This is an optimization exercise on Yosys and OpenROAD, whose aim is small area, a short achievable clock period and few clock cycles, not a production implementation. Only simulation tests tie the RTL to the original design; equivalence was not proved.

==> inputs of v14 <==
// fb_raster
module fb_raster (
    input  wire        clk,
    input  wire        rst,
    input  wire        cmd_valid,
    output wire        cmd_ready,
    input  wire [7:0]  cmd_op,
    input  wire        cmd_color,
    input  wire [15:0] cmd_arg0,
    input  wire [15:0] cmd_arg1,
    input  wire [15:0] cmd_arg2,
    input  wire [15:0] cmd_arg3,
    input  wire [15:0] cmd_arg4,
    input  wire [15:0] cmd_arg5,
    output wire        fb_we,
    input  wire        fb_ready,
    output wire [9:0]  fb_addr,
    output wire [7:0]  fb_wdata,
    output wire [7:0]  fb_wmask
);
make LEC_CHECK=0 CAP_MARGIN=20 CORE_MARGIN=2 CORE_UTILIZATION=40 SLEW_MARGIN=20 finish   # period 14.0 ns
run.sh (not shown) runs the stock make flow with config.mk's settings and CLKGATE_MAP_FILE= SYNTH_SCRIPT=/design/flow/synth_recipe.tcl, a recipe that flattens the netlist after the stock synthesis.
==> v5: changes against v14 <==
--- a/flow/design.v
+++ b/flow/design.v
@@ -238,42 +238,51 @@
     reg [95:0] av;
     reg [7:0]  rr;
     reg [3:0]  msk;
     reg        wz, hz, w2r, h2r;
     reg [8:0]  hthr;      
+    reg [1:0]  pc;        
     reg [3:0]  ph;        
     assign cmd_ready = s_idle;
     assign fb_wdata  = {8{color}};
     wire [15:0] a0 = av[15:0],  a1 = av[31:16], a2 = av[47:32];
     wire [15:0] a3 = av[63:48], a4 = av[79:64], a5 = av[95:80];
     wire [11:0] XS  = av[11:0],  YS  = av[23:12], XP  = av[35:24], YP  = av[47:36];
     wire [11:0] XQ  = av[59:48], YQ  = av[71:60], XWR = av[83:72], YHR = av[95:84];
-    reg f_line, f_circ, f_fcq, f_frr;
     wire [3:0] dec_op  = decode(cmd_op);
-    wire       in_line = (cmd_op == 8'h10) || (cmd_op == 8'h34);
-    wire       in_circ = (cmd_op[7:2] == 6'b001000);
-    wire       in_vl   = (cmd_op == 8'h05);
+    wire       in_prep = (dec_op != C_NOP) && (dec_op != C_FILL) && (dec_op != C_LINE) && (dec_op != C_TRI);
+    wire       f_circ  = (opc == C_CIRC) || (opc == C_CQ) || (opc == C_FC) || (opc == C_FCQ);
+    wire       f_fcq   = (opc == C_FCQ);
+    wire       f_frr   = (opc == C_FRRECT);
+    wire       f_vl    = (opc == C_VL);
+    wire [1:0] pc_last = (opc == C_PIX) ? 2'd0 :
+                         (opc == C_RRECT || opc == C_FRRECT) ? 2'd3 :
+                         f_circ ? 2'd2 : 2'd1;
     wire [11:0] sx0 = sat16(a0);
     wire [11:0] sy0 = sat16(a1);
-    wire [7:0]  r8  = rr;
-    wire [7:0]  h8  = a3[7:0];
-    wire [11:0] r12 = {4'd0, r8};
-    wire [11:0] w12 = {4'd0, a2[7:0]};
-    wire [11:0] h12 = {4'd0, h8};
-    wire [11:0] xq_n  = sx0 + {{4{f_circ}}, a2[7:0]} + (f_circ ? 12'd1 : 12'hFFF);
-    wire [11:0] yq_n  = sy0 + {{4{f_circ}}, a3[7:0]} + (f_circ ? 12'd1 : 12'hFFF);
+    wire [7:0]  r8  = f_circ ? a2[7:0] : a4[7:0];
+    wire [7:0]  w8  = a2[7:0];
+    wire [7:0]  h8  = f_vl ? a2[7:0] : a3[7:0];
     wire [8:0]  r2p1  = {r8, 1'b1};
-    wire [11:0] xwr_n = sx0 + w12 + ~r12;
-    wire [11:0] yhr_n = sy0 + h12 + ~r12;
     wire signed [16:0] yd17 = {a1[15], a1} + {a4[15], a4};
     wire [11:0] yd_sat = (yd17[16] && yd17[15:10] != 6'h3F) ? 12'hC00 :
                          (!yd17[16] && yd17[15:10] != 6'h00) ? 12'h3FF : yd17[11:0];
     wire [16:0] q_fcq = ~{a4[15], a4};
     wire [16:0] q_frr = {8'd0, r8, 1'b0} - {9'd0, h8};
     wire [16:0] q     = f_fcq ? q_fcq : f_frr ? q_frr : 17'h1FFFF;
     wire [15:0] qh    = q[16:1];
     wire [8:0]  hthr_n = q[16] ? 9'h1FF : (qh[14:8] != 7'd0) ? 9'h0FF : {1'b0, qh[7:0]};
+    wire [11:0] r12  = {4'd0, rr};
+    wire [11:0] wm1  = {4'd0, w8} - 12'd1;
+    wire [11:0] hm1  = {4'd0, h8} - 12'd1;
+    wire [11:0] xad_a = (pc == 2'd3) ? XQ : XS;
+    wire [11:0] yad_a = (pc == 2'd3) ? YQ : YS;
+    wire [11:0] xad_b = (pc == 2'd1) ? (f_circ ? ~r12 : wm1) : (pc == 2'd2) ? r12 : ~r12;
+    wire [11:0] yad_b = (pc == 2'd1) ? (f_circ ? ~r12 : hm1) : (pc == 2'd2) ? r12 : ~r12;
+    wire        ad_c  = (pc == 2'd1) ? f_circ : (pc == 2'd3);
+    wire [11:0] xad   = xad_a + xad_b + {11'd0, ad_c};
+    wire [11:0] yad   = yad_a + yad_b + {11'd0, ad_c};
     wire xs_lo = XS[11] || XS[10:7] == 4'd0;    
     wire xq_lo = XQ[11] || XQ[10:7] == 4'd0;
     wire xw_lo = XWR[11] || XWR[10:7] == 4'd0;
     wire ys_lo = YS[11] || YS[10:6] == 5'd0;    
     wire yq_lo = YQ[11] || YQ[10:6] == 5'd0;
@@ -462,39 +471,54 @@
         .fb_we(fb_we), .fb_addr(fb_addr), .fb_wmask(fb_wmask)
     );
     always @(posedge clk) begin
         if (s_idle || s_drain) begin
             opc    <= dec_op;
-            f_line <= in_line;
-            f_circ <= in_circ;
-            f_fcq  <= (dec_op == C_FCQ);
-            f_frr  <= (dec_op == C_FRRECT);
-            av     <= {cmd_arg5, cmd_arg4,
-                       in_circ ? ~cmd_arg2 : in_vl ? cmd_arg2 : cmd_arg3,
-                       in_circ ? ~cmd_arg2 : cmd_arg2, cmd_arg1, cmd_arg0};
-            rr     <= in_circ ? cmd_arg2[7:0] : cmd_arg4[7:0];
-            msk    <= cmd_arg3[3:0];
+            av     <= {cmd_arg5, cmd_arg4, cmd_arg3, cmd_arg2, cmd_arg1, cmd_arg0};
         end
         if (s_idle) begin
             color <= cmd_color;
             ph    <= 4'd0;
+            pc    <= 2'd0;
             if (cmd_valid) begin
                 s_idle <= 1'b0;
-                s_prep <= !in_line;
-                s_run  <= in_line;
+                s_prep <= in_prep;
+                s_run  <= !in_prep;
             end
         end
         if (s_prep) begin
-            s_prep <= 1'b0;
-            s_run  <= 1'b1;
-            wz     <= (w12[7:0] == 8'd0);
-            hz     <= (h8 == 8'd0);
-            w2r    <= ({1'b0, w12[7:0]} < r2p1);
-            h2r    <= ({1'b0, h8} < r2p1);
-            hthr   <= hthr_n;
-            av <= {f_fcq ? yd_sat : yhr_n, xwr_n, yq_n, xq_n,
-                   sy0 + r12, sx0 + r12, sy0, sx0};
+            pc <= pc + 2'd1;
+            if (pc == pc_last) begin
+                s_prep <= 1'b0;
+                s_run  <= 1'b1;
+            end
+            case (pc)
+                2'd0: begin
+                    av[11:0]  <= sx0;
+                    av[23:12] <= sy0;
+                    if (f_fcq) av[95:84] <= yd_sat;
+                    rr   <= r8;
+                    msk  <= a3[3:0];
+                    wz   <= (w8 == 8'd0);
+                    hz   <= (h8 == 8'd0);
+                    w2r  <= ({1'b0, w8} < r2p1);
+                    h2r  <= ({1'b0, h8} < r2p1);
+                    hthr <= hthr_n;
+                end
+                2'd1: begin
+                    av[59:48] <= xad;
+                    av[71:60] <= yad;
+                end
+                2'd2: begin
+                    av[35:24] <= xad;
+                    av[47:36] <= yad;
+                end
+                default: begin
+                    av[83:72] <= xad;
+                    av[95:84] <= yad;
+                end
+            endcase
         end
         lstart <= 1'b0;
         if (s_run && g_en) begin
             if (!act || pdone) begin
                 ph <= ph + 4'd1;
==> results.ini <==
[power_and_ir_drop]
p_leak_nw = 14.4
powerComb_mw = 2.79
p_switching_mw = 2.52

[outcome]
outcome = finished clean

[synthesis]
yosysSeqAreaShare = 0.291
syn_area_um2 = 32900

[worst_setup_path]
r2r_slack_ps = 8200
crit_end = av[91]

[clock_tree]
cts_num_sinks = 356

[finish]
fill_cells = 8176

[global_route]
grt_use_met3 = 0.0801

Source of the figures above: v5

==> results.ini <==
[power_and_ir_drop]
p_switching_mw = 2.63
powerComb_mw = 2.93
p_leak_nw = 15.5

[outcome]
outcome = finished clean

[synthesis]
yosysSeqAreaShare = 0.274

[finish]
fill_cells = 8758
nClkBuffers = 61

[worst_setup_path]
r2r_slack_ps = 8260
crit_end = av[72]

[floorplanning]
core_area_um2 = 86800

[global_route]
grt_use_met3 = 0.0714

Source of the figures above: v14

Testbench counts of v14, summed over its fixed seeds: cycles 70,126.
Testbench counts of v5, summed over its fixed seeds: cycles 71,294.

## afterwards: timing with drivers on the ports
The flow's constraints put no driver on any port. The routed layouts listed below were extracted and timed again, unchanged, in two steps.
Step 1 sets driving cells, clkbuf_16 on the clock port and buf_2 on the other inputs (assumed; they add their load-dependent delay and slew).
Step 2 moves the port delays by t, midway between the first and last clock arrival at a register: inputs arrive t later, outputs are due t later. That takes back most of the time a late clock gives input paths.
Slacks: ideal ports / drivers / drivers and shift; pairs: ideal ports / drivers.
run | t (ns) | setup slack, ns | slew at the worst register clock pin (ns) | worst data-port slew with drivers (ns) | pins driven straight from the clock port
v14 | 0.662 | 7.925 / 7.961 / 7.299 | 0.07 / 0.07 | 0.06 | 1
v5 | 0.665 | 7.540 / 7.580 / 6.914 | 0.07 / 0.07 | 0.08 | 1
After both steps every run listed still meets setup and hold.
